This design comes from an exercise in tuning for small area, a short achievable clock period and few clock cycles on the open sky130 flow, not from production work.
At most, simulation tests tie the RTL to the original design; equivalence was not proved.
The RTL of runs 1 and 2 was laid out without a check of its function.
Power and IR drop assume default switching activity.

**flow/config.mk**
```make
export PLATFORM = sky130hd
export DESIGN_NAME = vad_unit
export DESIGN_NICKNAME = vad_unit
export VERILOG_FILES = /design/flow/design.v
export SDC_FILE = /design/flow/constraint.sdc
export NUM_CORES = 4
export LEC_CHECK = 0
export CAP_MARGIN = 20
export CORE_MARGIN = 2
export CORE_UTILIZATION = 40
export CTS_CLUSTER_DIAMETER = 80
export CTS_CLUSTER_SIZE = 30
export SLEW_MARGIN = 20
```
**flow/constraint.sdc**
```tcl
create_clock -name core_clock -period 8.0 [get_ports {clk}]
set_input_delay 1.6000 -clock core_clock [delete_from_list [all_inputs] [get_ports {clk}]]
set_output_delay 1.6000 -clock core_clock [all_outputs]
set_load 0.01 [all_outputs]
```
**flow/design.v**
```verilog
module vad_unit (
    input  wire        clk,
    input  wire        rst,           
    input  wire        cmd_valid,
    output wire        cmd_ready,
    input  wire [1:0]  cmd_op,        
    input  wire [31:0] cmd_arg,       
    input  wire [31:0] cmd_blen,      
    input  wire        s_valid,
    output wire        s_ready,
    input  wire [31:0] s_data,
    output wire        iv_valid,
    input  wire        iv_ready,
    output wire [15:0] iv_data,
    output wire        iv_last,
    output wire [1:0]  iv_mode,
    output wire        iv_reset,
    input  wire        vd_valid,
    input  wire [1:0]  vd_code,
    output wire        done,
    output wire [31:0] result,
    output wire        rate_reject,
    output wire [31:0] hist_err,
    output wire [31:0] hist_sil,
    output wire [31:0] hist_voice,
    output wire [31:0] hist_noise,
    output wire [31:0] vad_rate,
    output wire [10:0] vad_flen,
    output wire [10:0] vad_off,
    output wire [1:0]  vad_mode
);
    localparam [1:0] OP_INIT    = 2'd1;
    localparam [1:0] OP_SETMODE = 2'd2;
    localparam [1:0] OP_PROCESS = 2'd3;
    localparam [1:0] V_SIL   = 2'd0;
    localparam [1:0] V_VOICE = 2'd1;
    localparam [1:0] V_NOISE = 2'd2;
    localparam HW = 23;               
    reg        crdy;                  
    reg        acc_q;                 
    reg [1:0]  op_q;
    reg        ok_q;                  
    reg [1:0]  rc_q;                  
    reg        le3_q;                 
    reg [1:0]  lo_q;                  
    reg        locked;
    reg [1:0]  code;                  
    reg        f_1000, f_0101, f_1011, f_1101, f_1110, f_0111, f_0010, f_0001;
    reg [1:0]  mode_c;
    reg        r_all;                 
    reg        res0;                  
    reg        rrej_c;
    reg [10:0] off_c;
    reg [HW-1:0] hc_e, hc_s, hc_v, hc_n;
    reg        done_q;
    reg        ivrst_q;
    reg        run;
    reg [29:0] rem;                   
    reg [10:0] off_w;                 
    reg        nl;                    
    reg        pend;                  
    reg [HW-1:0] hw_e, hw_s, hw_v, hw_n;
    reg        sr;                    
    reg        bv;                    
    reg [15:0] b_t;
    reg        b_s;
    reg        b_l;
    reg        ivv;                   
    reg [15:0] ivd;
    reg        ivl;
    reg        skv;                   
    reg [15:0] skd;
    reg        skl;
    reg        vdv_q;
    reg [1:0]  vdc_q;
    reg        fin_q;                 
    wire        hi0    = (cmd_arg[31:16] == 16'd0);
    wire        is8k   = hi0 && (cmd_arg[15:0] == 16'd8000);
    wire        is16k  = hi0 && (cmd_arg[15:0] == 16'd16000);
    wire        is32k  = hi0 && (cmd_arg[15:0] == 16'd32000);
    wire        is48k  = hi0 && (cmd_arg[15:0] == 16'd48000);
    wire        accept = cmd_valid && crdy;
    wire        ex_init = acc_q && (op_q == OP_INIT);
    wire        ex_mode = acc_q && (op_q == OP_SETMODE);
    wire        ex_proc = acc_q && (op_q == OP_PROCESS);
    wire        pass    = ok_q && (!locked || (rc_q == code));
    wire        start   = ex_proc && pass;
    wire        rfail   = ex_proc && !pass;
    reg [10:0] flen_m2;               
    always @(*) begin
        case (code)
            2'd0:    flen_m2 = 11'd238;
            2'd1:    flen_m2 = 11'd478;
            2'd2:    flen_m2 = 11'd958;
            default: flen_m2 = 11'd1438;
        endcase
    end
    wire take = s_valid && sr;
    wire pop   = ivv && iv_ready;
    wire bpush = bv && !skv;
    wire bv_n  = take || (bv && !bpush);
    wire skv_n = skv ? !pop : (bpush && ivv && !pop);
    wire ivv_n = skv || bpush || (ivv && !pop);
    wire [7:0]  s_e   = s_data[30:23];
    wire        s_nan = (s_e == 8'hFF) && (s_data[22:0] != 23'd0);
    wire        s_z   = s_nan || (s_e < 8'd110);
    wire        s_c   = !s_nan && ((s_e >= 8'd127) ||
                                   (s_e == 8'd126 && s_data[22:8] == 15'h7FFF));
    wire [16:0] s_sh  = {1'b1, s_data[22:8], 1'b0} >> (~s_e[4:0]);
    wire [15:0] qt    = s_z ? 16'd0 : s_c ? 16'hFFFE : s_sh[15:0];
    wire [16:0] qsum = {b_s, b_t ^ {16{b_s}}} + 17'd1;
    wire [15:0] qd   = qsum[16:1];
    wire rem_ge1 = (rem != 30'd0);
    wire rem_ge2 = (rem[29:1] != 29'd0);
    wire rem_ge3 = (rem[29:2] != 28'd0) || (rem[1] && rem[0]);
    wire fin = run && !rem_ge1 && !ivv && !pend && !vdv_q;
    wire [27:0] vx   = {5'd0, hw_v};
    wire [27:0] vy   = ~{3'd0, hw_s, 2'd0};
    wire [27:0] vz   = ~{3'd0, hw_n, 2'd0};
    wire [27:0] vsum = vx ^ vy ^ vz;
    wire [27:0] vcar = {(vx[26:0] & vy[26:0]) | (vx[26:0] & vz[26:0]) |
                        (vy[26:0] & vz[26:0]), 1'b1};
    wire [13:0] vlo  = {1'b0, vsum[12:0]} + {1'b0, vcar[12:0]} + 14'd1;
    reg         vc13;
    wire [14:0] vhi  = {1'b0, vsum[27:13]} + {1'b0, vcar[27:13]} + {14'd0, vc13};
    wire        d_all = (hw_e != {HW{1'b0}});
    wire        d_one = !d_all && (hw_v != {HW{1'b0}}) && !vhi[14];
    wire g1      = bpush ? rem_ge2 : rem_ge1;
    wire g2      = bpush ? rem_ge3 : rem_ge2;
    wire more    = bv_n ? g2 : g1;
    wire full_n  = bv_n && ivv_n && skv_n;
    wire nl_n    = take ? (!nl && (off_w == flen_m2)) : nl;
    wire pend_n  = (pend && !vdv_q) || (take && nl);
    wire run_n   = start || (run && !fin);
    wire sr_n    = run_n && more && !full_n && !(pend_n && nl_n);
    wire clr_w = rst || ex_init || rfail || start;
    wire hld   = rst || ex_init || rfail || fin_q;
    wire [HW-1:0] hw_e_n = clr_w ? {HW{1'b0}} : hw_e + (vdv_q && vdc_q == 2'd3);
    wire [HW-1:0] hw_s_n = clr_w ? {HW{1'b0}} : hw_s + (vdv_q && vdc_q == V_SIL);
    wire [HW-1:0] hw_v_n = clr_w ? {HW{1'b0}} : hw_v + (vdv_q && vdc_q == V_VOICE);
    wire [HW-1:0] hw_n_n = clr_w ? {HW{1'b0}} : hw_n + (vdv_q && vdc_q == V_NOISE);
    always @(posedge clk) begin
        hw_e <= hw_e_n;
        hw_s <= hw_s_n;
        hw_v <= hw_v_n;
        hw_n <= hw_n_n;
        if (hld) begin
            hc_e <= hw_e_n;
            hc_s <= hw_s_n;
            hc_v <= hw_v_n;
            hc_n <= hw_n_n;
        end
        vc13 <= vlo[13];
    end
    always @(posedge clk) begin
        acc_q <= accept;
        op_q  <= cmd_op;
        ok_q  <= is8k || is16k || is32k || is48k;
        rc_q  <= {is32k || is48k, is16k || is48k};
        le3_q <= (cmd_arg[31:2] == 30'd0);
        lo_q  <= cmd_arg[1:0];
        if (!bv || bpush) begin
            b_t <= qt;
            b_s <= s_data[31];
            b_l <= nl;
        end
        if (skv ? pop : (!ivv || pop)) begin
            ivd <= skv ? skd : qd;
            ivl <= skv ? skl : b_l;
        end
        if (!skv && ivv && !pop) begin
            skd <= qd;
            skl <= b_l;
        end
        rem   <= crdy ? cmd_blen[31:2] : rem - {29'd0, bpush};
        vdc_q <= vd_code;
        if (rst) begin
            crdy    <= 1'b1;
            acc_q   <= 1'b0;
            locked  <= 1'b0;
            code    <= 2'd0;
            f_1000  <= 1'b0;
            f_0101  <= 1'b0;
            f_1011  <= 1'b0;
            f_1101  <= 1'b0;
            f_1110  <= 1'b0;
            f_0111  <= 1'b0;
            f_0010  <= 1'b0;
            f_0001  <= 1'b0;
            mode_c  <= 2'd0;
            r_all   <= 1'b0;
            res0    <= 1'b0;
            rrej_c  <= 1'b0;
            off_c   <= 11'd0;
            done_q  <= 1'b0;
            ivrst_q <= 1'b0;
            run     <= 1'b0;
            off_w   <= 11'd0;
            nl      <= 1'b0;
            pend    <= 1'b0;
            sr      <= 1'b0;
            vdv_q   <= 1'b0;
            fin_q   <= 1'b0;
            bv      <= 1'b0;
            ivv     <= 1'b0;
            skv     <= 1'b0;
        end else begin
            bv  <= bv_n;
            ivv <= ivv_n;
            skv <= skv_n;
            sr  <= sr_n;
            run <= run_n;
            nl  <= nl_n;
            pend <= pend_n;
            if (take)
                off_w <= nl ? 11'd0 : off_w + 11'd1;
            vdv_q   <= vd_valid;
            fin_q   <= fin;
            done_q  <= ex_init || ex_mode || rfail || fin_q;
            ivrst_q <= ex_init;
            if (accept)
                crdy <= 1'b0;
            else if (ex_init || ex_mode || rfail || fin_q)
                crdy <= 1'b1;
            if (ex_init) begin
                locked <= 1'b0;
                f_1000 <= 1'b0;
                f_0101 <= 1'b0;
                f_1011 <= 1'b0;
                f_1101 <= 1'b0;
                f_1110 <= 1'b0;
                f_0111 <= 1'b0;
                f_0010 <= 1'b0;
                f_0001 <= 1'b0;
                mode_c <= 2'd0;
                off_c  <= 11'd0;
                off_w  <= 11'd0;
                nl     <= 1'b0;
                r_all  <= 1'b0;
                res0   <= 1'b1;
                rrej_c <= 1'b0;
            end
            if (ex_mode) begin
                if (le3_q) mode_c <= lo_q;
                r_all  <= 1'b0;
                res0   <= le3_q;
                rrej_c <= 1'b0;
            end
            if (rfail) begin
                r_all  <= 1'b1;
                res0   <= 1'b1;
                rrej_c <= 1'b1;
            end
            if (start) begin
                code <= rc_q;
            end
            if (fin_q) begin
                locked <= 1'b1;
                f_1000 <= (code == 2'd0);
                f_0101 <= code[0];
                f_1011 <= (code != 2'd1);
                f_1101 <= (code != 2'd2);
                f_1110 <= (code != 2'd3);
                f_0111 <= (code != 2'd0);
                f_0010 <= (code == 2'd2);
                f_0001 <= (code == 2'd3);
                off_c  <= off_w;
                r_all  <= d_all;
                res0   <= d_all || d_one;
                rrej_c <= 1'b0;
            end
        end
    end
    assign cmd_ready   = crdy;
    assign s_ready     = sr;
    assign iv_valid    = ivv;
    assign iv_data     = ivd;
    assign iv_last     = ivl;
    assign iv_mode     = mode_c;
    assign iv_reset    = ivrst_q;
    assign done        = done_q;
    assign result      = {{31{r_all}}, res0};
    assign rate_reject = rrej_c;
    assign hist_err    = {{(32-HW){1'b0}}, hc_e};
    assign hist_sil    = {{(32-HW){1'b0}}, hc_s};
    assign hist_voice  = {{(32-HW){1'b0}}, hc_v};
    assign hist_noise  = {{(32-HW){1'b0}}, hc_n};
    assign vad_rate    = {16'd0, f_0001, f_0010, f_0111, locked, locked, f_1110,
                          f_1101, f_1011, f_0101, f_1000, 6'd0};
    assign vad_flen    = {f_0001, f_0010, f_0111, locked, f_1110, f_1101, f_1000, 4'd0};
    assign vad_off     = off_c;
    assign vad_mode    = mode_c;
endmodule
```
**flow/flow/run.sh**
```bash
#!/bin/bash
set -euo pipefail
SETUP_MARGIN=${SETUP_MARGIN:-5.2}
bash standard.sh \
    "BUFFER_PORTS_ARGS=-buffer_cell sky130_fd_sc_hd__buf_1" \
    "SETUP_SLACK_MARGIN=${SETUP_MARGIN}" \
    finish > flow_make.log 2>&1
test -f out/final.def
```
**flow/standard.sh**
```bash
#!/bin/bash
# synth_recipe.tcl (not shown) runs the flow's synth.tcl, then flattens the netlist and writes it again
# the make line also repeats each setting of config.mk as NAME=value (left out here)
make -C /OpenROAD-flow-scripts/flow DESIGN_CONFIG=/design/flow/config.mk WORK_HOME=/design/flow/orfs CLKGATE_MAP_FILE= SYNTH_SCRIPT=/design/flow/synth_recipe.tcl "${@:-finish}"
```
==> run notes, run 1 <==
Run status:
- The run finished with no timing, DRC or antenna violations.

Die:
- The floorplan step set the die height to slightly above 200 um.
- The initialized floorplan defines 73 standard-cell rows.
- For this configuration, the core starts out at a cell density of around two fifths.
- The total area inside the core boundary comes to 39640 um2.
- The I/O pin count is ~350.
- The overall die width is about 200 um.
- The die covers 41660 um2.

Min path:
- The launch instance of the worst min-delay path is f_1011.
- For hold timing, the worst endpoint is f_1011.
- The count of cells along the worst hold path is 2.
- In this run the worst hold path is classified as reg -> reg.

Synthesis:
- The synthesized area per cell is approximately 10 um2.
- Counting distinct cell types in the post-synthesis netlist gives 77.
- Synthesis handed over a netlist of approximately 1.6k instances.
- Yosys mapped a number of flops with a built-in enable equal to 144.
- The post-synthesis simple-gate area fraction is around 17%.
- The area share of fa/ha/maj cells after synthesis is 5.312%.
- After synthesis the cells add up to approximately 16000 um2.
- The commonest register cell after synthesis is dfxtp_1.
- The proportion of synthesized flip-flops having asynchronous set or reset is 0%.
- Of the total synthesized cell area, the portion taken by XOR and XNOR cells is under 10%.
- The number of register bits inferred by synthesis is between 300 and 400.
- The mux contribution to synthesized area is 3.046%.
- After synthesis, the largest family of logic cells by area is simple AND/OR/NAND/NOR gates.
- Summing the areas of all compound-gate instances in the mapped netlist gives 9.139% of the synthesized area.
- The number of synthesis warnings is 1.
- Sequential cells were found to cover between 40% and 50% of the synthesized design area.

Global route:
- The via count of the first global-routing pass is 10.91k.
- The number of antenna violations at the first check in global routing came to 0.
- Global routing finished with a remaining overflow of 0.
- Global routing used roughly 17% of the available tracks across all layers.
- Entering global routing, the biggest net connects 84 pins.
- The first global-routing pass estimated approximately 58000 um of wire.

Drt:
- The per-cell via count in the routed design is slightly above 5.
- The detailed-route wire length per cell is 16.30 um.
- For this block, the routed nets add up to 37920 um of wire.
- Once detail routing completed, the nets flagged for antenna violations numbered 0.
- The vias after detailed routing is between 10k and 15k.
- After the first detailed-routing iteration, the DRC count stood at approximately 670.
- The DRC violations left is 0.
- The first detailed-routing pass ran for 4 iterations.

Timing:
- Across all hold checks on the routed design, the worst slack comes to roughly 450 ps.
- The final count of pins violating max slew was 0.
- On the final layout, the worst clock skew is between 30 and 40 ps.
- Adding up every negative setup slack in the final design gives 0 ps.
- The pin slew with the least headroom to its limit is around 1000 ps.
- The smallest clock period supported by the final layout is computed as approximately 2900 ps.
- Timing would allow up to between 0.3 and 0.4 GHz.
- The final critical path takes up a little over a third of the cycle.
- Setup violations remaining at the end of the flow were counted as 0.
- Setup repair after global routing could not meet its margin everywhere.
- The number of hold-slack violations in the final timing report was 0.
- The worst pin sits at a relative slew slack of roughly 34%.

Cells and area:
- Leaving out filler cells and counting taps, the final layout contains 2326.
- Cells with a size suffix above 1 make up under 10% of the layout.
- The top cell types in the final layout, fill and taps aside, are buf_1, dfxtp_1, edfxtp_1, nor2_1, nand2_1.
- The fraction of the core area covered by cells at the end of the flow is approximately 46%.
- The most common cell after layout, fill and taps aside is buf_1.
- Relative to the synthesized area, the layout overhead comes to 14.03%.
- The repair_antennas step left the layout with diodes totalling 0.
- The summed area of non-filler cells in the final layout is 18270 um2.
- The number of nets in the final layout is 1952.

Critical path:
- The startpoint of the worst setup timing path is r_all.
- The required time reported for the critical path endpoint is 6400 ps.
- STA classifies the critical path endpoint as an output pin.
- The critical path is of the reg -> out type.
- The peak fanout along the critical path is 8.
- For the worst setup path, the data arrival time is between 1000 and 1500 ps.
- The beginning of the worst register-to-register path is vdv_q.
- The number of cells traversed by the worst register-to-register path is 8.
- The terminus of the critical flop-to-flop path is hc_s[22].
- The worst-case register-to-register setup slack is 5450 ps.
- The category of the worst setup path launch point is a flop.

Placed design:
- In this run the cell area measured after placement is approximately 17000 um2.
- The count of buffers added on input and output ports is roughly 280.
- Once detailed placement completed, the half-perimeter wirelength came to between 20000 and 30000 um.
- At the end of routability-driven placement, the weighted congestion stood at ~0.86.
- The number of placed cells counting well taps is about 2.3k.

Clock tree:
- In this run the number of H-tree levels came out at 1.
- The longest clock path from root to sink contains 3 buffers.
- The insertion delay of the later-clocked pin in the worst-skew pair is roughly 540 ps.
- The clock tree from TritonCTS is done.
- The clock-pin slew on the worst setup and hold paths is roughly 110 ps.
- For this design, the sink count on the clock tree is 328.
- Buffers inserted during clock tree synthesis total 18.
- The clock tree root driver cell is clkbuf_16.

Run:
- The tool flagged a number of max-cap violations equal to 0.

Pwr:
- The power per unit of standard cell area is around 180 nW/um2.
- The reported leakage power is around 0.0065 uW.
- IR analysis of the VDD net gives a maximum drop of ~0.10 mV.
[registers in the layout, indices dropped and copies added (netlist names), 23 cells and up]
signal,flops
hw_v,23
rem,30
hw_s,23
hc_v,23
hc_e,23
hw_e,23
hc_s,23
hc_n,23
hw_n,23
[kinds of logic (layout without fill, tap and decap cells)]
logic type | after synthesis | count (layout)
other | 1 | 62
and+or+nand+nor | 538 | 540
muxes | 36 | 36
AOI/OAI and AO/OA | 226 | 226
DFF | 328 | 328
buffers and inverters | 244 | 425
xor gates and xnor gates | 128 | 128
adders and majority gates | 56 | 56
[metal layers]
layer / global-route usage (%) / vias to the layer above / part of all wire (%)
met3: 2.216 / 26 / 5.0
met1: 24.02 / 5581 / 46
li1: - / 5814 / -
met2: 29.59 / 320 / 48
met5: 0 / - / 0
met4: 3.494 / 0 / 1.2
[worst max-delay path by stage]
| stage | to | slack (ps) |
|---|---|---|
| CTS | result[5] | 5100 |
| global route | result[14] | 5080 |
| floorplan | b_t[3] | 4990 |
| global placement | hc_n[10] | 3880 |
| detailed placement | hc_s[11] | 3860 |
| finish | result[18] | 5140 |
[cell type report]
cell class              count  area (um2)
clock buffers              22       496.7
repair buffers            318        1687
repair inverters            1       5.005
flip-flops and latches    328        8021
inverters                  75       286.5
well taps                 525       656.9
multi-input cells        1048        6983
clock inverters             9       128.9
fillers                  3768       21380
[power breakdown]
part | internal [uW] | switching [uW]
Sequential | 1820 | 52.0
Clock | 481 | 605
Combinational | 137 | 199
Total | 2440 | 856
[worst max-delay path, cell delays in order (launching register included)]
cell and delay [ps]:
dfxtp_4 440, clkbuf_16 180, buf_6 100
[cell usage after synthesis (4+ instances only)]
library cell	instances	area share, %
nand2b_1	12	0.47
ha_1	36	2.8
and2_1	16	0.62
xor2_1	39	2.1
mux2_2	12	0.84
mux4_2	9	1.3
o22ai_1	5	0.20
nor3_1	40	1.2
clkbuf_1	49	1.1
a2111oi_0	5	0.27
a21o_1	9	0.42
or2_2	4	0.16
nor4_1	51	2.0
a31oi_1	6	0.23
buf_4	113	5.3
and4_1	9	0.49
nor2_1	128	3.0
inv_1	73	1.7
a21oi_1	63	2.0
nand3_1	48	1.5
o211ai_1	8	0.37
edfxtp_1	144	27
nand4_1	29	1.1
xnor2_1	89	4.9
nor3b_1	8	0.37
and3_1	11	0.43
o21a_1	6	0.28
nand3b_1	7	0.33
fa_1	20	2.5
or3_1	25	0.98
o21ai_0	67	2.1
a211oi_1	4	0.19
nand2_1	124	2.9
mux2i_1	15	0.94
nor2b_1	11	0.43
dfxtp_1	184	23
a22o_1	15	0.82
[per-stage QoR]
step	setup slack (ps)	power (uW)
6_report	5138	3294
4_1_cts	5103	3334
5_1_grt	5082	3431
3_3_place_gp	3882	2203
3_5_place_dp	3859	2210
2_1_floorplan	4992	2134
[repair_timing]
| action | CTS | global route |
|---|---|---|
| pin swaps | 1 | 2 |
| gates cloned | 4 | 2 |
| setup buffers | 12 | 12 |
| gates resized for setup | 66 | 34 |
| setup endpoints to repair | 171 | 68 |
| hold buffers | 0 | 0 |
==> run 2: changes to the inputs <==
==> flow/flow/run.sh (replaced) <==
#!/bin/bash
set -euo pipefail
SETUP_MARGIN=${SETUP_MARGIN:-5.0}
bash standard.sh \
    "BUFFER_PORTS_ARGS=-buffer_cell sky130_fd_sc_hd__buf_1" \
    "SETUP_SLACK_MARGIN=${SETUP_MARGIN}" \
    finish > flow_make.log 2>&1
test -f out/final.def
--- a/flow/config.mk
+++ b/flow/config.mk
@@ -8,6 +8,6 @@
 export CAP_MARGIN = 20
 export CORE_MARGIN = 2
 export CORE_UTILIZATION = 40
-export CTS_CLUSTER_DIAMETER = 80
-export CTS_CLUSTER_SIZE = 30
+export CTS_CLUSTER_DIAMETER = 60
+export CTS_CLUSTER_SIZE = 40
 export SLEW_MARGIN = 20
==> run 2 against run 1 <==
  * Cell count shrank 0.26%
  * Design area decreased by 0.94%
  * Die area did not move
  * Area after synthesis did not move
  * Utilization shrank 0.44 points
  * Highest routed layer is now met5
  * Critical path depth unchanged
  * First-iteration DRC count down 18%
  * Largest power group unchanged
  * Count of clock-buffer cells in the layout grew 9
  * Critical path type unchanged
  * Sequential share of layout area grew 0.37 points
==> run notes, run 2 <==
Cells and area:
- The number of nets in the final layout is 1937 (was 1952).
- The number of filler instances in the final layout was 3766 (was 3768).
- The most common cell after layout, fill and taps aside is buf_1 (unchanged).
- The number of flip-flops in the largest register came to 30 (unchanged).
- The fraction of final layout cells with drive strength greater than 1 is 6.407% (was 9.106%).
- Commonest cells after routing, fill and taps aside: buf_1, dfxtp_1, edfxtp_1, nor2_1, nand2_1 (unchanged).
- The antenna cell count came to 0 (unchanged).
- The fraction of the core area covered by cells at the end of the flow is 45.64% (was 46.08%).
- The register bank with the most flops is rem (unchanged).
- The signed area change from the synthesized netlist to the final layout is 12.95% (was 14.03%).

Drt:
- The total length of routed wires came to 39080 um (was 37920 um).
- The post-route antenna net violation count is 0 (unchanged).
- The DRC violations left was 0 (unchanged).
- The per-cell via count in the routed design is 5.070 (was 5.048).
- The vias after detailed routing is 11.76k (was 11.74k).
- The detailed-route wire length per cell came to 16.84 um (was 16.30 um).
- The number of DRC markers after the initial detailed-route iteration is 551 (was 671).
- The first-pass iteration count of the detailed router came to 5 (was 4).

Timing:
- The pin slew with the least headroom to its limit is 982.6 ps (was 982.9 ps).
- The setup violation total in the final timing report is 0 (unchanged).
- The final count of pins violating max slew was 0 (unchanged).
- The number of hold-slack violations in the final timing report is 0 (unchanged).
- The post-layout minimum cycle time is 2907 ps (was 2862 ps).
- The worst hold slack is 451.4 ps (was 445.6 ps).
- RSZ-0062 raised after global routing: true (unchanged).
- The worst slew margin relative to its limit was 34.20% (was 34.40%).
- The final critical-path share of the clock period is 36.34% (was 35.78%).
- The worst clock skew is 25.38 ps (was 34.93 ps).
- The fmax came to 0.3440 GHz (was 0.3494 GHz).
- The final sum of negative setup slack is 0 ps (unchanged).

Synthesis:
- Commonest cells in the synthesized netlist: dfxtp_1, edfxtp_1, nor2_1 (unchanged).
- The count of unique library cells instantiated by Yosys is 77 (unchanged).
- The synthesized area per cell is 10.29 um2 (unchanged).
- The area share of the largest cell type after synthesis is 27.00% (unchanged).
- The mapped cell area is 16020 um2 (unchanged).
- The cell with the most instances after synthesis is dfxtp_1 (unchanged).
- The part of the Yosys area used for sequential elements is 49.99% (unchanged).
- The commonest register cell after synthesis is dfxtp_1 (unchanged).
- The cell count after synthesis is 1557 (unchanged).
- Cells taking the most area after synthesis: edfxtp_1, dfxtp_1, buf_4 (unchanged).
- The proportion of synthesized flip-flops having asynchronous set or reset came to 0% (unchanged).
- The number of register bits inferred by synthesis came to 328 (unchanged).
- The number of enable flip-flop cells after synthesis is 144 (unchanged).
- The number of synthesis warnings is 1 (unchanged).
- The leading area contributor after synthesis is edfxtp_1 (unchanged).

Critical path:
- Ordered list of cells on the worst path: buf_12, buf_1 (was clkbuf_16, buf_6).
- The worst endpoint data arrival time was 1310 ps (was 1260 ps).
- The required time reported for the critical path endpoint is 6400 ps (about the same).
- The cell family with the largest share of critical-path delay was flip-flops (unchanged).
- The cell with the largest stage delay on the worst path is dfxtp_2 (was dfxtp_4).
- The critical path buffer and inverter count is 2 (unchanged).
- The type of destination of the critical path is an output pin (unchanged).
- The critical path start-end classification is reg -> out (unchanged).
- The worst stage delay on the critical path came to 390 ps (was 440 ps).
- The peak fanout along the critical path is 31 (was 8).
- The category of the worst setup path launch point is a flop (unchanged).

Global route:
- The number of antenna violations at the first check in global routing is 2 (was 0).
- The via count of the first global-routing pass is 11.07k (was 10.91k).
- The remaining global-route overflow is 0 (unchanged).
- The first-pass GRT wire length is 59980 um (was 58500 um).
- The total track usage was 18.04% (was 17.47%).
- The maximum number of pins on one net before global-route repair is 84 (unchanged).

Placed design:
- The half-perimeter wire length after detailed placement is 28440 um (was 26610 um).
- The weighted congestion reported at the end of routability-driven placement is 0.8603 (was 0.8591).
- The count of input and output buffers is 282 (unchanged).

Die:
- The die height is 204.1 um (unchanged).
- The total number of placement rows is 73 (unchanged).
- The die outline area was 41660 um2 (unchanged).
- The overall die width is 204.1 um (unchanged).
- The starting utilization of the core area is 40.41% (unchanged).
- The I/O pin count is 347 (unchanged).
- The area of the core region is 39640 um2 (unchanged).

Pwr:
- The reported leakage power is 0.006372 uW (was 0.006527 uW).
- The peak supply drop is 0.1789 mV (was 0.1025 mV).
- The switching part of the total power is 25.49% (was 25.99%).
- The switching power is 903.9 uW (was 856.0 uW).
- The power per unit of standard cell area is 196.0 nW/um2 (was 180.3 nW/um2).
- The fraction of power consumed by sequential logic is 52.8% (was 56.8%).
- The internal portion of total power is 2642 uW (was 2438 uW).
- The part of the total power dissipated in the clock network is 38.2% (was 33.0%).
- The post-route total power is 3546 uW (was 3294 uW).
- The part of the total power dissipated in combinational logic is 9.0% (was 10.2%).

Run status:
- Outcome: complete, no violations (unchanged).

Clock tree:
- The clock tree from TritonCTS is done (unchanged).
- The insertion delay of the later-clocked pin in the worst-skew pair is 570 ps (was 540 ps).
- The total number of clock tree sinks is 328 (unchanged).
- The maximum buffer depth of the clock tree is 3 (unchanged).
- The hold buffer count at cts is 0 (unchanged).
- The maximum level of the CTS H-tree is 1 (unchanged).
- The clock-pin slew on the worst setup and hold paths is 80 ps (was 110 ps).
- The clock tree root driver cell is clkbuf_16 (unchanged).
- The total CTS buffers was 27 (was 18).

Min path:
- The kind of path behind the tightest hold check is reg -> reg (unchanged).

Run:
- The number of max-cap violations came to 0 (unchanged).
## run 2: cell counts after synthesis
Identical to the previous run, type by type.
## run 2: timing repair
| action | CTS | global route |
|---|---|---|
| buffers inserted | 1 | 4 |
| cloned | 2 | 1 |
| setup endpoints to repair | 124 | 57 |
| resized for setup | 21 | 11 |
| pin swaps | 1 | 1 |
## run 2: kinds of logic (layout without fill, tap and decap cells)
family	after synthesis	count (layout)	share of synthesized area [%]
other cells	1	62	0.02341
compound gates	226	226	9.139
buf+inv	244	420	8.436
flops	328	328	49.99
xor+xnor	128	128	6.999
fa+ha+maj	56	56	5.312
simple gates	538	539	17.05
mux	36	36	3.046
## run 2: power by group through the flow
stage | Sequential [uW] | Clock [uW] | Combinational (uW)
2_1_floorplan | 1910 | 0 | 219
3_3_place_gp | 1910 | 0 | 296
3_5_place_dp | 1910 | 0 | 300
4_1_cts | 1870 | 1400 | 314
5_1_grt | 1880 | 1450 | 354
6_report | 1870 | 1350 | 319
## run 2: final timing paths
path         cells past startpoint   start  slack (ps)         to
max                              2    crdy        5090  cmd_ready
min                              2  f_1011         450     f_1011
max reg2reg                      7   vdv_q        5210   hc_s[21]
min reg2reg                      2  f_1011         450     f_1011
## run 2: final cells by class
type	count	area (um2)	share of cell area (%)
tap	525	656.9	3.631
timing repair buffer	296	1264	6.985
clock inverter	18	170.2	0.9405
clock buffer	31	733.2	4.053
sequential	328	8013	44.29
multi-input combinational	1047	6969	38.52
inverter	75	286.5	1.584
## run 2: per-layer routing
layer,up-vias,routed length [um],track usage [%]
li1,5788,-,-
met4,4,685,4.296
met2,336,18320,30.11
met1,5595,17830,24.62
met3,39,2212,2.790
met5,-,25,0
## run 2: worst reg2reg max path, stage by stage, from the launching register on
cell,delay [ps]
dfxtp_1,470
nor3b_2,240
ha_1,220
nand4_1,290
or3_1,600
nor4_1,430
xnor2_1,170
nor2_1,70
## run 2: per-stage QoR
step / instance area (um2) / std cells / setup WS, ps
global placement: 16980 / 2263 / 3805
finish: 18090 / 2320 / 5093
global route: 18090 / 2320 / 4916
detailed placement: 16980 / 2263 / 3802
CTS: 18000 / 2315 / 5002
floorplan: 16310 / 1618 / 4986
==> run 3: changes to the inputs <==
--- a/flow/design.v
+++ b/flow/design.v
@@ -60,6 +60,14 @@
     reg        nl;                    
     reg        pend;                  
     reg [HW-1:0] hw_e, hw_s, hw_v, hw_n;
+    reg [4:0]  ph;                    
+    reg        cy_e, cy_s, cy_v, cy_n;    
+    reg        req;                   
+    reg        absb;                  
+    reg [1:0]  vcode;                 
+    reg [1:0]  vcs;                   
+    reg        sd1, sd2, nd1, nd2;    
+    reg        enz, vnz;              
     reg        sr;                    
     reg        bv;                    
     reg [15:0] b_t;
@@ -71,9 +79,6 @@
     reg        skv;                   
     reg [15:0] skd;
     reg        skl;
-    reg        vdv_q;
-    reg [1:0]  vdc_q;
-    reg        fin_q;                 
     wire        hi0    = (cmd_arg[31:16] == 16'd0);
     wire        is8k   = hi0 && (cmd_arg[15:0] == 16'd8000);
     wire        is16k  = hi0 && (cmd_arg[15:0] == 16'd16000);
@@ -113,32 +118,39 @@
     wire rem_ge1 = (rem != 30'd0);
     wire rem_ge2 = (rem[29:1] != 29'd0);
     wire rem_ge3 = (rem[29:2] != 28'd0) || (rem[1] && rem[0]);
-    wire fin = run && !rem_ge1 && !ivv && !pend && !vdv_q;
-    wire [27:0] vx   = {5'd0, hw_v};
-    wire [27:0] vy   = ~{3'd0, hw_s, 2'd0};
-    wire [27:0] vz   = ~{3'd0, hw_n, 2'd0};
-    wire [27:0] vsum = vx ^ vy ^ vz;
-    wire [27:0] vcar = {(vx[26:0] & vy[26:0]) | (vx[26:0] & vz[26:0]) |
-                        (vy[26:0] & vz[26:0]), 1'b1};
-    wire [13:0] vlo  = {1'b0, vsum[12:0]} + {1'b0, vcar[12:0]} + 14'd1;
-    reg         vc13;
-    wire [14:0] vhi  = {1'b0, vsum[27:13]} + {1'b0, vcar[27:13]} + {14'd0, vc13};
-    wire        d_all = (hw_e != {HW{1'b0}});
-    wire        d_one = !d_all && (hw_v != {HW{1'b0}}) && !vhi[14];
+    wire ph0     = (ph == 5'd0);
+    wire ph_last = (ph == HW - 1);
+    wire fin = run && !rem_ge1 && !ivv && ph_last && (!pend || absb);
+    wire go    = req && ph0;
+    wire cin_e = ph0 ? (go && vcode == 2'd3)    : cy_e;
+    wire cin_s = ph0 ? (go && vcode == V_SIL)   : cy_s;
+    wire cin_v = ph0 ? (go && vcode == V_VOICE) : cy_v;
+    wire cin_n = ph0 ? (go && vcode == V_NOISE) : cy_n;
+    wire nb_e  = hw_e[0] ^ cin_e;
+    wire nb_s  = hw_s[0] ^ cin_s;
+    wire nb_v  = hw_v[0] ^ cin_v;
+    wire nb_n  = hw_n[0] ^ cin_n;
+    wire       sb   = ph[4:1] != 4'd0 ? !sd2 : 1'b1;    
+    wire       nbb  = ph[4:1] != 4'd0 ? !nd2 : 1'b1;    
+    wire [1:0] vcin = ph0 ? 2'd2 : vcs;
+    wire [2:0] vtot = {2'd0, nb_v} + {2'd0, sb} + {2'd0, nbb} + {1'd0, vcin};
+    wire       vmaj = vtot[2] && !sd1 && !nd1 && !nb_s && !nb_n;
+    wire       d_all = enz || nb_e;
+    wire       d_one = !d_all && (vnz || nb_v) && vmaj;
     wire g1      = bpush ? rem_ge2 : rem_ge1;
     wire g2      = bpush ? rem_ge3 : rem_ge2;
     wire more    = bv_n ? g2 : g1;
     wire full_n  = bv_n && ivv_n && skv_n;
     wire nl_n    = take ? (!nl && (off_w == flen_m2)) : nl;
-    wire pend_n  = (pend && !vdv_q) || (take && nl);
+    wire pend_n  = (pend && !(absb && ph_last)) || (take && nl);
     wire run_n   = start || (run && !fin);
     wire sr_n    = run_n && more && !full_n && !(pend_n && nl_n);
     wire clr_w = rst || ex_init || rfail || start;
-    wire hld   = rst || ex_init || rfail || fin_q;
-    wire [HW-1:0] hw_e_n = clr_w ? {HW{1'b0}} : hw_e + (vdv_q && vdc_q == 2'd3);
-    wire [HW-1:0] hw_s_n = clr_w ? {HW{1'b0}} : hw_s + (vdv_q && vdc_q == V_SIL);
-    wire [HW-1:0] hw_v_n = clr_w ? {HW{1'b0}} : hw_v + (vdv_q && vdc_q == V_VOICE);
-    wire [HW-1:0] hw_n_n = clr_w ? {HW{1'b0}} : hw_n + (vdv_q && vdc_q == V_NOISE);
+    wire hld   = rst || ex_init || rfail || fin;
+    wire [HW-1:0] hw_e_n = clr_w ? {HW{1'b0}} : {nb_e, hw_e[HW-1:1]};
+    wire [HW-1:0] hw_s_n = clr_w ? {HW{1'b0}} : {nb_s, hw_s[HW-1:1]};
+    wire [HW-1:0] hw_v_n = clr_w ? {HW{1'b0}} : {nb_v, hw_v[HW-1:1]};
+    wire [HW-1:0] hw_n_n = clr_w ? {HW{1'b0}} : {nb_n, hw_n[HW-1:1]};
     always @(posedge clk) begin
         hw_e <= hw_e_n;
         hw_s <= hw_s_n;
@@ -150,7 +162,30 @@
             hc_v <= hw_v_n;
             hc_n <= hw_n_n;
         end
-        vc13 <= vlo[13];
+        cy_e <= !clr_w && hw_e[0] && cin_e;
+        cy_s <= !clr_w && hw_s[0] && cin_s;
+        cy_v <= !clr_w && hw_v[0] && cin_v;
+        cy_n <= !clr_w && hw_n[0] && cin_n;
+        ph   <= (rst || ph_last) ? 5'd0 : ph + 5'd1;
+        if (vd_valid)
+            vcode <= vd_code;
+        if (clr_w) begin
+            vcs  <= 2'd2;
+            sd1  <= 1'b0;
+            sd2  <= 1'b0;
+            nd1  <= 1'b0;
+            nd2  <= 1'b0;
+            enz  <= 1'b0;
+            vnz  <= 1'b0;
+        end else begin
+            vcs  <= vtot[2:1];
+            sd1  <= nb_s;
+            sd2  <= sd1;
+            nd1  <= nb_n;
+            nd2  <= nd1;
+            enz  <= (enz && !ph0) || nb_e;
+            vnz  <= (vnz && !ph0) || nb_v;
+        end
     end
     always @(posedge clk) begin
         acc_q <= accept;
@@ -173,7 +208,6 @@
             skl <= b_l;
         end
         rem   <= crdy ? cmd_blen[31:2] : rem - {29'd0, bpush};
-        vdc_q <= vd_code;
         if (rst) begin
             crdy    <= 1'b1;
             acc_q   <= 1'b0;
@@ -199,8 +233,8 @@
             nl      <= 1'b0;
             pend    <= 1'b0;
             sr      <= 1'b0;
-            vdv_q   <= 1'b0;
-            fin_q   <= 1'b0;
+            req     <= 1'b0;
+            absb    <= 1'b0;
             bv      <= 1'b0;
             ivv     <= 1'b0;
             skv     <= 1'b0;
@@ -214,13 +248,13 @@
             pend <= pend_n;
             if (take)
                 off_w <= nl ? 11'd0 : off_w + 11'd1;
-            vdv_q   <= vd_valid;
-            fin_q   <= fin;
-            done_q  <= ex_init || ex_mode || rfail || fin_q;
+            req     <= (req && !ph0) || vd_valid;
+            absb    <= (absb && !ph_last) || go;
+            done_q  <= ex_init || ex_mode || rfail || fin;
             ivrst_q <= ex_init;
             if (accept)
                 crdy <= 1'b0;
-            else if (ex_init || ex_mode || rfail || fin_q)
+            else if (ex_init || ex_mode || rfail || fin)
                 crdy <= 1'b1;
             if (ex_init) begin
                 locked <= 1'b0;
@@ -254,7 +288,7 @@
             if (start) begin
                 code <= rc_q;
             end
-            if (fin_q) begin
+            if (fin) begin
                 locked <= 1'b1;
                 f_1000 <= (code == 2'd0);
                 f_0101 <= code[0];
--- a/flow/config.mk
+++ b/flow/config.mk
@@ -7,7 +7,7 @@
 export LEC_CHECK = 0
 export CAP_MARGIN = 20
 export CORE_MARGIN = 2
-export CORE_UTILIZATION = 40
-export CTS_CLUSTER_DIAMETER = 60
-export CTS_CLUSTER_SIZE = 40
+export CORE_UTILIZATION = 60
+export CTS_CLUSTER_DIAMETER = 80
+export CTS_CLUSTER_SIZE = 30
 export SLEW_MARGIN = 20
==> run 3 against run 2 <==
  * Power decreased by 9.3%
  * Register-to-register slack got worse by 130 ps
  * Count of clock-buffer cells in the layout decreased by 9
  * Clock skew increased by 13 ps
  * Hold slack got worse by 2.5 ps
  * Utilization increased by 21 points
  * Largest cell class unchanged
  * Flip-flop and latch count increased by 16
  * Highest routed layer is now met4
  * Area after synthesis decreased by 12%
==> run notes, run 3 <==
Run status:
- Outcome: complete, no violations (unchanged).

Synthesis:
- The post-synthesis simple-gate area fraction is 16.53% (was 17.05%).
- The mapped cell area is 14150 um2 (was 16020 um2).
- The leading area contributor after synthesis is edfxtp_1 (unchanged).
- The proportion of synthesized flip-flops having asynchronous set or reset was 0% (unchanged).
- The mux contribution to synthesized area came to 3.864% (was 3.046%).
- The complex-gate fraction of the synthesized area is 7.339% (was 9.139%).
- The number of register bits inferred by synthesis came to 344 (was 328).
- The main combinational cell family by area after synthesis is simple AND/OR/NAND/NOR gates (unchanged).
- Commonest cells in the synthesized netlist: dfxtp_1, edfxtp_1, buf_4 (was dfxtp_1, edfxtp_1, nor2_1).
- The cell with the most instances after synthesis is dfxtp_1 (unchanged).
- The number of enable flip-flop cells after synthesis is 146 (was 144).
- The area share of fa/ha/maj cells after synthesis is 0.9903% (was 5.312%).
- Cells taking the most area after synthesis: edfxtp_1, dfxtp_1, buf_4 (unchanged).
- The part of the Yosys area used for sequential elements is 58.99% (was 49.99%).
- The synthesized area per cell is 11.22 um2 (was 10.29 um2).
- The count of unique library cells instantiated by Yosys is 67 (was 77).
- The number of synthesis warnings is 1 (unchanged).
- The cell count after synthesis is 1261 (was 1557).
- The area share of the largest cell type after synthesis is 30.98% (was 27.00%).
- The commonest register cell after synthesis is dfxtp_1 (unchanged).
- The synthesized-area fraction occupied by xor and xnor cells is 4.085% (was 6.999%).

Drt:
- The DRC violations left is 0 (unchanged).
- The first-pass iteration count of the detailed router came to 5 (unchanged).
- The post-route antenna net violation count is 0 (unchanged).
- The vias after detailed routing is 9328 (was 11.76k).
- The per-cell via count in the routed design is 5.182 (was 5.070).
- The total length of routed wires is 28720 um (was 39080 um).
- The number of DRC markers after the initial detailed-route iteration is 473 (was 551).
- The detailed-route wire length per cell is 15.95 um (was 16.84 um).

Cells and area:
- The most common cell after layout, fill and taps aside is buf_1 (unchanged).
- The register bank with the most flops is rem (unchanged).
- The number of nets in the final layout came to 1587 (was 1937).
- The signed area change from the synthesized netlist to the final layout came to 9.920% (was 12.95%).
- Commonest cells after routing, fill and taps aside: buf_1, dfxtp_1, edfxtp_1, nand2_1, and2_1 (was buf_1, dfxtp_1, edfxtp_1, nor2_1, nand2_1).
- The number of filler instances in the final layout came to 1901 (was 3766).
- The fraction of final layout cells with drive strength greater than 1 is 7.292% (was 6.407%).
- The fraction of the core area covered by cells at the end of the flow is 66.67% (was 45.64%).
- The antenna cell count is 0 (unchanged).
- The number of flip-flops in the largest register is 30 (unchanged).

Critical path:
- Ordered list of cells on the worst path: inv_1, ha_1, or4b_4, mux2i_4, xor2_4, fa_1, a21oi_2, fa_2, nand4_1, o211ai_1, nor3b_1 (was buf_12, buf_1).
- The worst-case register-to-register setup slack is 5080 ps (was 5210 ps).
- The worst endpoint data arrival time is 3330 ps (was 1310 ps).
- The cell family with the largest share of critical-path delay is adder cells (was flip-flops).
- The beginning of the worst register-to-register path is ph[0] (was vdv_q).
- The critical path start-end classification was reg -> reg (was reg -> out).
- The startpoint of the worst setup timing path is ph[0] (was crdy).
- The terminus of the critical flop-to-flop path is res0 (was hc_s[21]).
- The type of destination of the critical path is a flop (was output pin).
- The worst stage delay on the critical path is 560 ps (was 390 ps).
- The number of cells traversed by the worst register-to-register path is 11 (was 7).
- The cell with the largest stage delay on the worst path is fa_1 (was dfxtp_2).
- The required time reported for the critical path endpoint was 8410 ps (was 6400 ps).
- The peak fanout along the critical path is 4 (was 31).
- The critical path buffer and inverter count is 1 (was 2).
- The category of the worst setup path launch point is a flop (unchanged).

Pwr:
- The peak supply drop is 0.1982 mV (was 0.1789 mV).
- The switching part of the total power is 24.74% (was 25.49%).
- The part of the total power dissipated in combinational logic is 9.6% (was 9.0%).
- The reported leakage power was 0.005620 uW (was 0.006372 uW).
- The post-route total power is 3217 uW (was 3546 uW).
- The internal portion of total power is 2421 uW (was 2642 uW).
- The power per unit of standard cell area is 206.8 nW/um2 (was 196.0 nW/um2).
- The fraction of power consumed by sequential logic is 61.0% (was 52.8%).
- The switching power is 795.9 uW (was 903.9 uW).
- The part of the total power dissipated in the clock network was 29.4% (was 38.2%).

Die:
- The total number of placement rows is 56 (was 73).
- The die height was 157.6 um (was 204.1 um).
- The area of the core region is 23330 um2 (was 39640 um2).
- The overall die width is 157.6 um (was 204.1 um).
- The die outline area is 24830 um2 (was 41660 um2).
- The starting utilization of the core area is 60.65% (was 40.41%).
- The I/O pin count is 347 (unchanged).

Placed design:
- The count of input and output buffers is 282 (unchanged).
- The half-perimeter wire length after detailed placement is 19750 um (was 28440 um).
- The weighted congestion reported at the end of routability-driven placement is 0.8733 (was 0.8603).

Timing:
- The post-layout minimum cycle time came to 2920 ps (was 2907 ps).
- The final count of pins violating max slew is 0 (unchanged).
- The worst slew margin relative to its limit is 35.47% (was 34.20%).
- The final sum of negative setup slack was 0 ps (unchanged).
- The pin slew with the least headroom to its limit is 966.6 ps (was 982.6 ps).
- The final critical-path share of the clock period was 36.50% (was 36.34%).
- The worst clock skew is 38.75 ps (was 25.38 ps).
- The setup violation total in the final timing report is 0 (unchanged).
- RSZ-0062 raised after global routing: true (unchanged).
- The number of hold-slack violations in the final timing report is 0 (unchanged).
- The worst hold slack came to 449.0 ps (was 451.4 ps).
- The fmax is 0.3425 GHz (was 0.3440 GHz).

Global route:
- The remaining global-route overflow came to 0 (unchanged).
- The number of antenna violations at the first check in global routing is 0 (was 2).
- The via count of the first global-routing pass was 8525 (was 11.07k).
- The first-pass GRT wire length is 44020 um (was 59980 um).
- The total track usage is 22.17% (was 18.04%).
- The maximum number of pins on one net before global-route repair is 98 (was 84).

Clock tree:
- The clock tree from TritonCTS is done (unchanged).
- The maximum buffer depth of the clock tree is 3 (unchanged).
- The total number of clock tree sinks is 344 (was 328).
- The clock tree root driver cell was clkbuf_16 (unchanged).
- The maximum level of the CTS H-tree is 1 (unchanged).
- The insertion delay of the later-clocked pin in the worst-skew pair is 530 ps (was 570 ps).
- The clock-pin slew on the worst setup and hold paths is 120 ps (was 80 ps).
- The total CTS buffers is 16 (was 27).
- The hold buffer count at cts is 0 (unchanged).

Min path:
- The endpoint of the worst hold-timing path is cy_e (was f_1011).
- The kind of path behind the tightest hold check was reg -> reg (unchanged).
- The count of cells along the worst hold path is 2 (unchanged).
- The launch instance of the worst min-delay path is hw_e[0] (was f_1011).

Run:
- The number of max-cap violations is 0 (unchanged).
-- run 3: changes by cell type after synthesis, moves of 20 or more --
cell / change
and2_1: +80
ha_1: -28
inv_1: -57
nand3_1: -20
nor2_1: -58
nor3_1: -22
nor4_1: -27
xnor2_1: -51
-- run 3: power by group through the flow --
stage / Combinational (uW) / Clock, uW / Sequential (uW)
CTS: 307 / 975 / 1960
finish: 310 / 946 / 1960
global route: 346 / 1030 / 1970
global placement: 288 / 0 / 2000
detailed placement: 290 / 0 / 2000
floorplan: 221 / 0 / 2000
-- run 3: cell families after synthesis --
| kind of cell | after synthesis |
|---|---|
| AOI/OAI and AO/OA | 175 |
| buffers and inverters | 185 |
| DFF | 344 |
| xor gates and xnor gates | 66 |
| muxes | 42 |
| and+or+nand+nor | 438 |
| other | 1 |
| adders and majority gates | 10 |
-- run 3: worst reg2reg max path, cell delays in order (launching register included) --
cell	delay, ps
dfxtp_1	350
inv_1	90
ha_1	130
or4b_4	490
mux2i_4	240
xor2_4	210
fa_1	560
a21oi_2	40
fa_2	330
nand4_1	90
o211ai_1	100
nor3b_1	150
-- run 3: layout make-up --
| type | count | area [um2] | area share (%) |
|---|---|---|---|
| flip-flops and latches | 344 | 8356 | 53.72 |
| multi-input cells | 797 | 5054 | 32.49 |
| repair buffers | 295 | 1184 | 7.609 |
| clock buffers | 22 | 422.9 | 2.719 |
| well taps | 319 | 399.1 | 2.566 |
| clock inverters | 6 | 76.32 | 0.4907 |
| inverters | 17 | 63.81 | 0.4102 |
-- run 3: per-layer routing --
layer | share of wire (%) | GRT usage [%] | wire [um]
met1 | 45 | 30.84 | 12880
met2 | 46 | 35.10 | 13180
met3 | 7.5 | 6.597 | 2157
met5 | 0 | 0.4141 | 0
met4 | 1.7 | 3.896 | 489
-- run 3: how the worst max path moves through the flow --
stage,endpoint,slack [ps],cells past startpoint
2_1_floorplan,b_t[3],4960,8
3_3_place_gp,b_t[4],4000,7
3_5_place_dp,b_t[4],3990,7
4_1_cts,hc_s[4],5010,4
5_1_grt,res0,4970,11
6_report,res0,5080,11
-- run 3: timing repair --
| action | CTS | global route |
|---|---|---|
| resized for setup | 11 | 12 |
| pin swaps | 1 | 3 |
| cloned | 3 | 1 |
| setup endpoints to repair | 144 | 116 |
| buffers inserted | 3 | 3 |
-- run 3: through the flow --
stage	cell area, um2	cells	setup WS (ps)
global route	15550	1800	4974
CTS	15480	1796	5006
floorplan	14500	1322	4961
global placement	14860	1762	4004
finish	15550	1800	5080
detailed placement	14860	1762	3993
Testbench counts of run 3, summed over its fixed seeds: cycles 282,724.
==> run 4: changes to the inputs <==
==> flow/flow/run.sh (replaced) <==
#!/bin/bash
set -euo pipefail
SETUP_MARGIN=${SETUP_MARGIN:-4.7}
bash standard.sh \
    "BUFFER_PORTS_ARGS=-buffer_cell sky130_fd_sc_hd__buf_1" \
    "SETUP_SLACK_MARGIN=${SETUP_MARGIN}" \
    finish > flow_make.log 2>&1
test -f out/final.def
==> run 4 against run 3 <==
  * Count of clock-buffer cells in the layout up 2
  * Sequential share of layout area up 0.46 points
  * Sequential power about the same
  * Largest power group unchanged
  * Via count down 0.48%
  * First-iteration DRC count up 16%
  * Critical path depth down 5
  * Combinational power down 4%
  * Cell count down 0.39%
==> run notes, run 4 <==
Run status:
- Outcome: complete, no violations (unchanged).

Critical path:
- The required time reported for the critical path endpoint was 8220 ps (was 8410 ps).
- The terminus of the critical flop-to-flop path is hc_v[3] (was res0).
- The type of destination of the critical path is a flop (unchanged).
- The category of the worst setup path launch point is an input pin (was flop).
- The timing endpoint of the critical path is b_t[1] (was res0).
- The worst endpoint data arrival time is 3390 ps (was 3330 ps).
- The beginning of the worst register-to-register path is rem[13] (was ph[0]).
- The worst-case register-to-register setup slack is 4870 ps (was 5080 ps).
- The number of cells traversed by the worst register-to-register path is 7 (was 11).
- The critical path start-end classification is in -> reg (was reg -> reg).
- The peak fanout along the critical path is 21 (was 4).
- The startpoint of the worst setup timing path is s_data[25] (was ph[0]).

Cells and area:
- The fraction of final layout cells with drive strength greater than 1 is 6.242% (was 7.292%).
- The most common cell after layout, fill and taps aside is buf_1 (unchanged).
- The register bank with the most flops is rem (unchanged).
- The number of nets in the final layout is 1580 (was 1587).
- The sequential cell area came to 8353 um2 (was 8356 um2).
- The fraction of the core area covered by cells at the end of the flow was 66.08% (was 66.67%).
- The number of filler instances in the final layout is 1931 (was 1901).
- Commonest cells after routing, fill and taps aside: buf_1, dfxtp_1, edfxtp_1, nand2_1, and2_1 (unchanged).
- The filler-free cell count of the finished design is 1793 (was 1800).
- The multi-input combinational cell area is 4916 um2 (was 5054 um2).
- The antenna cell count was 0 (unchanged).
- The signed area change from the synthesized netlist to the final layout was 8.956% (was 9.920%).
- The number of flip-flops in the largest register is 30 (unchanged).

Synthesis:
- The leading area contributor after synthesis is edfxtp_1 (unchanged).
- The count of unique library cells instantiated by Yosys is 67 (unchanged).
- Commonest cells in the synthesized netlist: dfxtp_1, edfxtp_1, buf_4 (unchanged).
- The mapped cell area is 14150 um2 (unchanged).
- The cell count after synthesis is 1261 (unchanged).
- The area share of the largest cell type after synthesis is 30.98% (unchanged).
- Cells taking the most area after synthesis: edfxtp_1, dfxtp_1, buf_4 (unchanged).
- The number of enable flip-flop cells after synthesis is 146 (unchanged).
- The commonest register cell after synthesis is dfxtp_1 (unchanged).
- The number of synthesis warnings is 1 (unchanged).
- The number of register bits inferred by synthesis was 344 (unchanged).
- The part of the Yosys area used for sequential elements is 58.99% (unchanged).
- The proportion of synthesized flip-flops having asynchronous set or reset is 0% (unchanged).
- The synthesized area per cell is 11.22 um2 (unchanged).
- The cell with the most instances after synthesis is dfxtp_1 (unchanged).

Run:
- The number of max-cap violations came to 0 (unchanged).

Timing:
- The worst slew margin relative to its limit is 32.41% (was 35.47%).
- The pin slew with the least headroom to its limit is 1014 ps (was 966.6 ps).
- The final critical-path share of the clock period is 39.61% (was 36.50%).
- The final sum of negative setup slack is 0 ps (unchanged).
- The fmax is 0.3156 GHz (was 0.3425 GHz).
- The final worst-path setup slack is 4831 ps (was 5080 ps).
- RSZ-0062 raised after global routing: false (was true).
- The number of hold-slack violations in the final timing report is 0 (unchanged).
- The post-layout minimum cycle time is 3169 ps (was 2920 ps).
- The final count of pins violating max slew is 0 (unchanged).
- The setup violation total in the final timing report came to 0 (unchanged).
- The worst clock skew is 19.65 ps (was 38.75 ps).

Pwr:
- The fraction of power consumed by sequential logic is 61.3% (was 61.0%).
- The internal portion of total power is 2437 uW (was 2421 uW).
- The switching power is 768.9 uW (was 795.9 uW).
- The peak supply drop is 0.1602 mV (was 0.1982 mV).
- The power per unit of standard cell area is 208.0 nW/um2 (was 206.8 nW/um2).
- The reported leakage power is 0.005597 uW (was 0.005620 uW).
- The part of the total power dissipated in the clock network is 29.4% (about the same).
- The switching part of the total power is 23.98% (was 24.74%).
- The part of the total power dissipated in combinational logic is 9.3% (was 9.6%).

Drt:
- The post-route antenna net violation count came to 0 (unchanged).
- The per-cell via count in the routed design is 5.177 (was 5.182).
- The first-pass iteration count of the detailed router came to 5 (unchanged).
- The vias after detailed routing is 9283 (was 9328).
- The number of DRC markers after the initial detailed-route iteration came to 550 (was 473).
- The detailed-route wire length per cell came to 15.58 um (was 15.95 um).
- The DRC violations left was 0 (unchanged).
- The total length of routed wires is 27940 um (was 28720 um).

Placed design:
- The weighted congestion reported at the end of routability-driven placement was 0.8589 (was 0.8733).
- The number of placed cells counting well taps is 1763 (was 1762).
- The count of input and output buffers is 282 (unchanged).
- The half-perimeter wire length after detailed placement is 19530 um (was 19750 um).
- The worst setup timing slack at the placement stage is 4004 ps (was 3993 ps).

Die:
- The total number of placement rows was 56 (unchanged).
- The area of the core region is 23330 um2 (unchanged).
- The die outline area is 24830 um2 (unchanged).
- The die height is 157.6 um (unchanged).
- The I/O pin count is 347 (unchanged).
- The overall die width is 157.6 um (unchanged).
- The starting utilization of the core area is 60.65% (unchanged).

Clock tree:
- The clock tree from TritonCTS is done (unchanged).
- The hold buffer count at cts is 0 (unchanged).
- The total CTS buffers is 16 (unchanged).
- The total number of clock tree sinks is 344 (unchanged).
- The maximum level of the CTS H-tree came to 1 (unchanged).
- The insertion delay of the later-clocked pin in the worst-skew pair is 510 ps (was 530 ps).
- The clock-pin slew on the worst setup and hold paths is 110 ps (was 120 ps).
- The maximum buffer depth of the clock tree is 3 (unchanged).
- The clock tree root driver cell is clkbuf_16 (unchanged).

Min path:
- The kind of path behind the tightest hold check is reg -> reg (unchanged).

Global route:
- The number of antenna violations at the first check in global routing is 0 (unchanged).
- The maximum number of pins on one net before global-route repair is 97 (was 98).
- The remaining global-route overflow was 0 (unchanged).
- The via count of the first global-routing pass came to 8154 (was 8525).
- The total track usage was 21.77% (was 22.17%).
- The first-pass GRT wire length is 43120 um (was 44020 um).
## run 4: power by group through the flow
stage	Sequential (uW)	Combinational [uW]	Clock [uW]
after floorplan	2010	215	0
after detailed placement	2010	292	0
after CTS	1970	300	971
after global placement	2010	289	0
after global routing	1980	335	1030
final	1970	298	943
## run 4: worst max-delay path: stages
cell and delay [ps]:
clkdlybuf4s15_1 620, nand2_1 150, nor3_1 230, o2111ai_1 190, nand2_1 410, o21ai_0 180
## run 4: layer usage
metal	up-vias	routed length (um)	global-route usage [%]
met4	0	436	4.199
met1	4336	12550	30.41
met2	292	12920	35.33
li1	4622	-	-
met5	-	0	0
met3	33	2030	4.927
## run 4: area by class of cell
| class | instances | area share (%) |
|---|---|---|
| multi-input combinational | 793 | 31.88 |
| sequential | 344 | 54.18 |
| tap | 319 | 2.589 |
| clock buffer | 24 | 2.994 |
| clock inverter | 4 | 0.2029 |
| inverter | 17 | 0.4139 |
| timing repair buffer | 292 | 7.742 |
## run 4: cells by family (layout without fill, tap and decap cells)
family | Yosys count | in the layout | synth area share, %
XOR/XNOR | 66 | 66 | 4.085
AND/OR/NAND/NOR | 438 | 438 | 16.53
flip-flops | 344 | 344 | 58.99
buffers and inverters | 185 | 337 | 8.170
multiplexers | 42 | 42 | 3.864
adder cells (fa/ha/maj) | 10 | 10 | 0.9903
other | 1 | 62 | 0.02650
AO/OA/AOI/OAI | 175 | 175 | 7.339
## run 4: what timing repair did
action	in CTS	in global routing
gates resized for setup	8	5
buffers inserted	1	0
endpoints found under the setup margin	79	46
cloned	1	0
hold endpoints to repair	0	0
## run 4: worst min path at each step
stage	cells past startpoint	startpoint	to	slack, ps
after CTS	2	hw_e[0]	cy_e	450
after global placement	1	hw_s[6]	hw_s[5]	430
after global routing	1	hw_s[3]	hw_s[2]	480
after floorplan	2	hw_n[0]	cy_n	420
after detailed placement	1	hw_n[9]	hw_n[8]	430
final	2	hw_e[0]	cy_e	450
## run 4: per-stage QoR
step	hold WS [ps]	power, uW	area, um2
floorplan	421.4	2220	14400
global placement	425.9	2295	14830
detailed placement	433.5	2298	14830
CTS	449.0	3237	15400
global route	476.1	3341	15420
finish	449.5	3206	15420
==> run 5: changes to the inputs <==
==> flow/flow/run.sh (replaced) <==
#!/bin/bash
set -euo pipefail
SETUP_MARGIN=${SETUP_MARGIN:-5.15}
bash standard.sh \
    "BUFFER_PORTS_ARGS=-buffer_cell sky130_fd_sc_hd__buf_1" \
    "SETUP_SLACK_MARGIN=${SETUP_MARGIN}" \
    finish > flow_make.log 2>&1
test -f out/final.def
--- a/flow/config.mk
+++ b/flow/config.mk
@@ -7,7 +7,7 @@
 export LEC_CHECK = 0
 export CAP_MARGIN = 20
 export CORE_MARGIN = 2
-export CORE_UTILIZATION = 60
+export CORE_UTILIZATION = 40
 export CTS_CLUSTER_DIAMETER = 80
 export CTS_CLUSTER_SIZE = 30
 export SLEW_MARGIN = 20
==> run 5 against run 4 <==
  * Still clean
  * Maximum frequency is 10% higher
  * Setup slack better by 290 ps
  * Sequential share of layout area fell by 3.2 points
  * Design area rose by 6.3%
  * Register-to-register slack improved by 320 ps
  * Clock skew increased by 24 ps
  * Via count up 2.9%
  * Global-route usage is 6.1 points lower
  * Flip-flop and latch count stayed put
  * Critical path type is now reg -> out
==> run notes, run 5 <==
Critical path:
- The worst stage delay on the critical path is 430 ps (was 620 ps).
- The type of destination of the critical path is an output pin (was flop).
- The cell with the largest stage delay on the worst path is dfxtp_4 (was clkdlybuf4s15_1).
- The worst endpoint data arrival time is 1280 ps (was 3390 ps).
- The cell family with the largest share of critical-path delay is flip-flops (was simple AND/OR/NAND/NOR gates).
- Ordered list of cells on the worst path: clkbuf_16, buf_2 (was clkdlybuf4s15_1, nand2_1, nor3_1, o2111ai_1, nand2_1, o21ai_0).
- The critical path buffer and inverter count is 2 (was 1).
- The required time reported for the critical path endpoint is 6400 ps (was 8220 ps).
- The critical path start-end classification is reg -> out (was in -> reg).
- The peak fanout along the critical path came to 8 (was 21).
- The category of the worst setup path launch point is a flop (was input pin).

Synthesis:
- The complex-gate fraction of the synthesized area is 7.339% (unchanged).
- The number of register bits inferred by synthesis came to 344 (unchanged).
- The area share of fa/ha/maj cells after synthesis is 0.9903% (unchanged).
- The part of the Yosys area used for sequential elements is 58.99% (unchanged).
- Commonest cells in the synthesized netlist: dfxtp_1, edfxtp_1, buf_4 (unchanged).
- The post-synthesis simple-gate area fraction is 16.53% (unchanged).
- The mapped cell area is 14150 um2 (unchanged).
- The synthesized-area fraction occupied by xor and xnor cells is 4.085% (unchanged).
- The leading area contributor after synthesis is edfxtp_1 (unchanged).
- The area share of the largest cell type after synthesis is 30.98% (unchanged).
- Cells taking the most area after synthesis: edfxtp_1, dfxtp_1, buf_4 (unchanged).
- The main combinational cell family by area after synthesis is simple AND/OR/NAND/NOR gates (unchanged).
- The cell count after synthesis is 1261 (unchanged).
- The commonest register cell after synthesis is dfxtp_1 (unchanged).
- The number of synthesis warnings is 1 (unchanged).
- The cell with the most instances after synthesis is dfxtp_1 (unchanged).
- The count of unique library cells instantiated by Yosys is 67 (unchanged).
- The mux contribution to synthesized area is 3.864% (unchanged).
- The synthesized area per cell was 11.22 um2 (unchanged).
- The proportion of synthesized flip-flops having asynchronous set or reset is 0% (unchanged).
- The number of enable flip-flop cells after synthesis is 146 (unchanged).

Timing:
- The final sum of negative setup slack is 0 ps (unchanged).
- The worst clock skew is 43.93 ps (was 19.65 ps).
- The setup violation total in the final timing report is 0 (unchanged).
- The post-layout minimum cycle time was 2875 ps (was 3169 ps).
- RSZ-0062 raised after global routing: true (was false).
- The final worst-path setup slack is 5125 ps (was 4831 ps).
- The number of hold-slack violations in the final timing report is 0 (unchanged).
- The worst hold slack is 447.0 ps (was 449.5 ps).
- The final critical-path share of the clock period is 35.94% (was 39.61%).
- The worst slew margin relative to its limit is 30.03% (was 32.41%).
- The pin slew with the least headroom to its limit came to 1048 ps (was 1014 ps).
- The final count of pins violating max slew is 0 (unchanged).
- The fmax is 0.3478 GHz (was 0.3156 GHz).

Pwr:
- The peak supply drop is 0.1915 mV (was 0.1602 mV).
- The fraction of power consumed by sequential logic came to 57.0% (was 61.3%).
- The switching part of the total power is 25.52% (was 23.98%).
- The power per unit of standard cell area is 209.6 nW/um2 (was 208.0 nW/um2).
- The reported leakage power is 0.006004 uW (was 0.005597 uW).
- The switching power came to 876.9 uW (was 768.9 uW).
- The part of the total power dissipated in combinational logic is 9.9% (was 9.3%).
- The part of the total power dissipated in the clock network is 33.1% (was 29.4%).
- The internal portion of total power was 2559 uW (was 2437 uW).

Die:
- The starting utilization of the core area is 40.77% (was 60.65%).
- The I/O pin count was 347 (unchanged).
- The area of the core region is 34710 um2 (was 23330 um2).
- The die height was 192.1 um (was 157.6 um).
- The total number of placement rows came to 68 (was 56).
- The overall die width is 192.1 um (was 157.6 um).
- The die outline area is 36900 um2 (was 24830 um2).

Clock tree:
- The clock-pin slew on the worst setup and hold paths is 100 ps (was 110 ps).
- The total number of clock tree sinks came to 344 (unchanged).
- The total CTS buffers was 20 (was 16).
- The maximum level of the CTS H-tree was 1 (unchanged).
- The insertion delay of the later-clocked pin in the worst-skew pair is 550 ps (was 510 ps).
- The maximum buffer depth of the clock tree is 3 (unchanged).
- The clock tree from TritonCTS is done (unchanged).
- The clock tree root driver cell is clkbuf_16 (unchanged).

Cells and area:
- The number of nets in the final layout is 1610 (was 1580).
- The summed area of non-filler cells in the final layout was 16400 um2 (was 15420 um2).
- The register bank with the most flops is rem (unchanged).
- The fraction of final layout cells with drive strength greater than 1 came to 12.00% (was 6.242%).
- Commonest cells after routing, fill and taps aside: buf_1, dfxtp_1, edfxtp_1, nand2_1, and2_1 (unchanged).
- The number of flip-flops in the largest register is 30 (unchanged).
- The signed area change from the synthesized netlist to the final layout came to 15.87% (was 8.956%).
- The most common cell after layout, fill and taps aside is buf_1 (unchanged).
- The fraction of the core area covered by cells at the end of the flow is 47.24% (was 66.08%).

Drt:
- The post-route antenna net violation count is 0 (unchanged).
- The total length of routed wires is 31110 um (was 27940 um).
- The first-pass iteration count of the detailed router was 4 (was 5).
- The detailed-route wire length per cell is 15.84 um (was 15.58 um).
- The vias after detailed routing is 9550 (was 9283).
- The DRC violations left came to 0 (unchanged).
- The number of DRC markers after the initial detailed-route iteration was 433 (was 550).
- The per-cell via count in the routed design is 4.863 (was 5.177).

Global route:
- The via count of the first global-routing pass is 8812 (was 8154).
- The first-pass GRT wire length was 46290 um (was 43120 um).
- The maximum number of pins on one net before global-route repair was 98 (was 97).
- The remaining global-route overflow is 0 (unchanged).
- The number of antenna violations at the first check in global routing is 0 (unchanged).
- The total track usage was 15.67% (was 21.77%).

Run:
- The number of max-cap violations came to 0 (unchanged).

Min path:
- The kind of path behind the tightest hold check was reg -> reg (unchanged).

Placed design:
- The count of input and output buffers was 282 (unchanged).
- The worst setup timing slack at the placement stage is 4249 ps (was 4004 ps).
- The placement-stage cell area was 15040 um2 (was 14830 um2).
- The weighted congestion reported at the end of routability-driven placement came to 0.8413 (was 0.8589).
- The half-perimeter wire length after detailed placement is 20740 um (was 19530 um).

Run status:
- Outcome: complete, no violations (unchanged).
-- run 5: timing repair --
action	4_1_cts	5_1_grt
resized for setup	32	90
setup buffers	7	18
pin swaps	4	14
hold buffers	0	0
cloned	1	4
setup endpoints to repair	151	151
-- run 5: area by class of cell --
type | count | area, um2
Timing Repair Buffer | 315 | 1623
Sequential cell | 344 | 8359
Multi-Input combinational cell | 796 | 5096
Clock buffer | 25 | 519.2
Clock inverter | 11 | 163.9
Fill cell | 3213 | 18320
Tap cell | 455 | 569.3
Antenna cell | 1 | 2.502
Inverter | 17 | 63.81
-- run 5: cells by family after synthesis --
| logic type | count (synthesis) |
|---|---|
| buffers and inverters | 185 |
| AND/OR/NAND/NOR | 438 |
| adder cells (fa/ha/maj) | 10 |
| AO/OA/AOI/OAI | 175 |
| XOR/XNOR | 66 |
| flip-flops | 344 |
| multiplexers | 42 |
| other | 1 |
-- run 5: power by group through the flow --
stage | combinational (uW) | clock [uW] | sequential (uW)
after floorplan | 224 | 0 | 2000
after global placement | 292 | 0 | 2010
after detailed placement | 295 | 0 | 2010
after CTS | 314 | 1170 | 1960
after global routing | 379 | 1230 | 1970
final | 340 | 1140 | 1960
-- run 5: worst paths after layout --
kind	endpoint	start	slack (ps)	depth (start not counted)
setup reg to reg	res0	ph[0]	5190	11
hold / removal	cy_e	hw_e[0]	450	2
setup / recovery	result[1]	r_all	5120	2
hold reg to reg	cy_e	hw_e[0]	450	2
-- run 5: worst min-delay path: cells and delay by family, from the launching register on --
kind	cells	cell delay, ps
DFF	1	330
and+or+nand+nor	2	80
-- run 5: per-layer routing --
metal | part of all wire [%] | global-route usage (%) | wire length (um)
met1 | 43 | 20.06 | 13350
met2 | 48 | 26.44 | 14860
met3 | 7.5 | 3.910 | 2324
met4 | 1.9 | 4.169 | 581
met5 | 0 | 0 | 0
-- run 5: stage by stage --
| step | total power [uW] | cells |
|---|---|---|
| global route | 3578 | 1963 |
| CTS | 3453 | 1941 |
| floorplan | 2229 | 1322 |
| global placement | 2299 | 1897 |
| finish | 3436 | 1964 |
| detailed placement | 2304 | 1897 |

-- afterwards: timing with drivers on the ports --
The results above use ideal ports. As a check the final layouts listed here were re-extracted and re-timed, cells and wires unchanged. Step 1, drivers: a clkbuf_16 drives clk and a buf_2 each remaining input, both assumed. Step 2 also shifts input and output timing later by t, the mid clock arrival at the registers, as if the neighbouring blocks saw the same clock. a / b / c = ideal ports / drivers / drivers and shift; a / b = the first two.
run	t (ns)	setup WS [ns]
run 1	0.574	5.138 / 5.090 / 4.738
run 2	0.605	5.093 / 5.043 / 4.525
run 3	0.555	5.080 / 5.066 / 4.590
run 4	0.542	4.831 / 4.852 / 4.310
run 5	0.578	5.125 / 5.075 / 4.603
After both steps setup and hold are still met in every run listed.
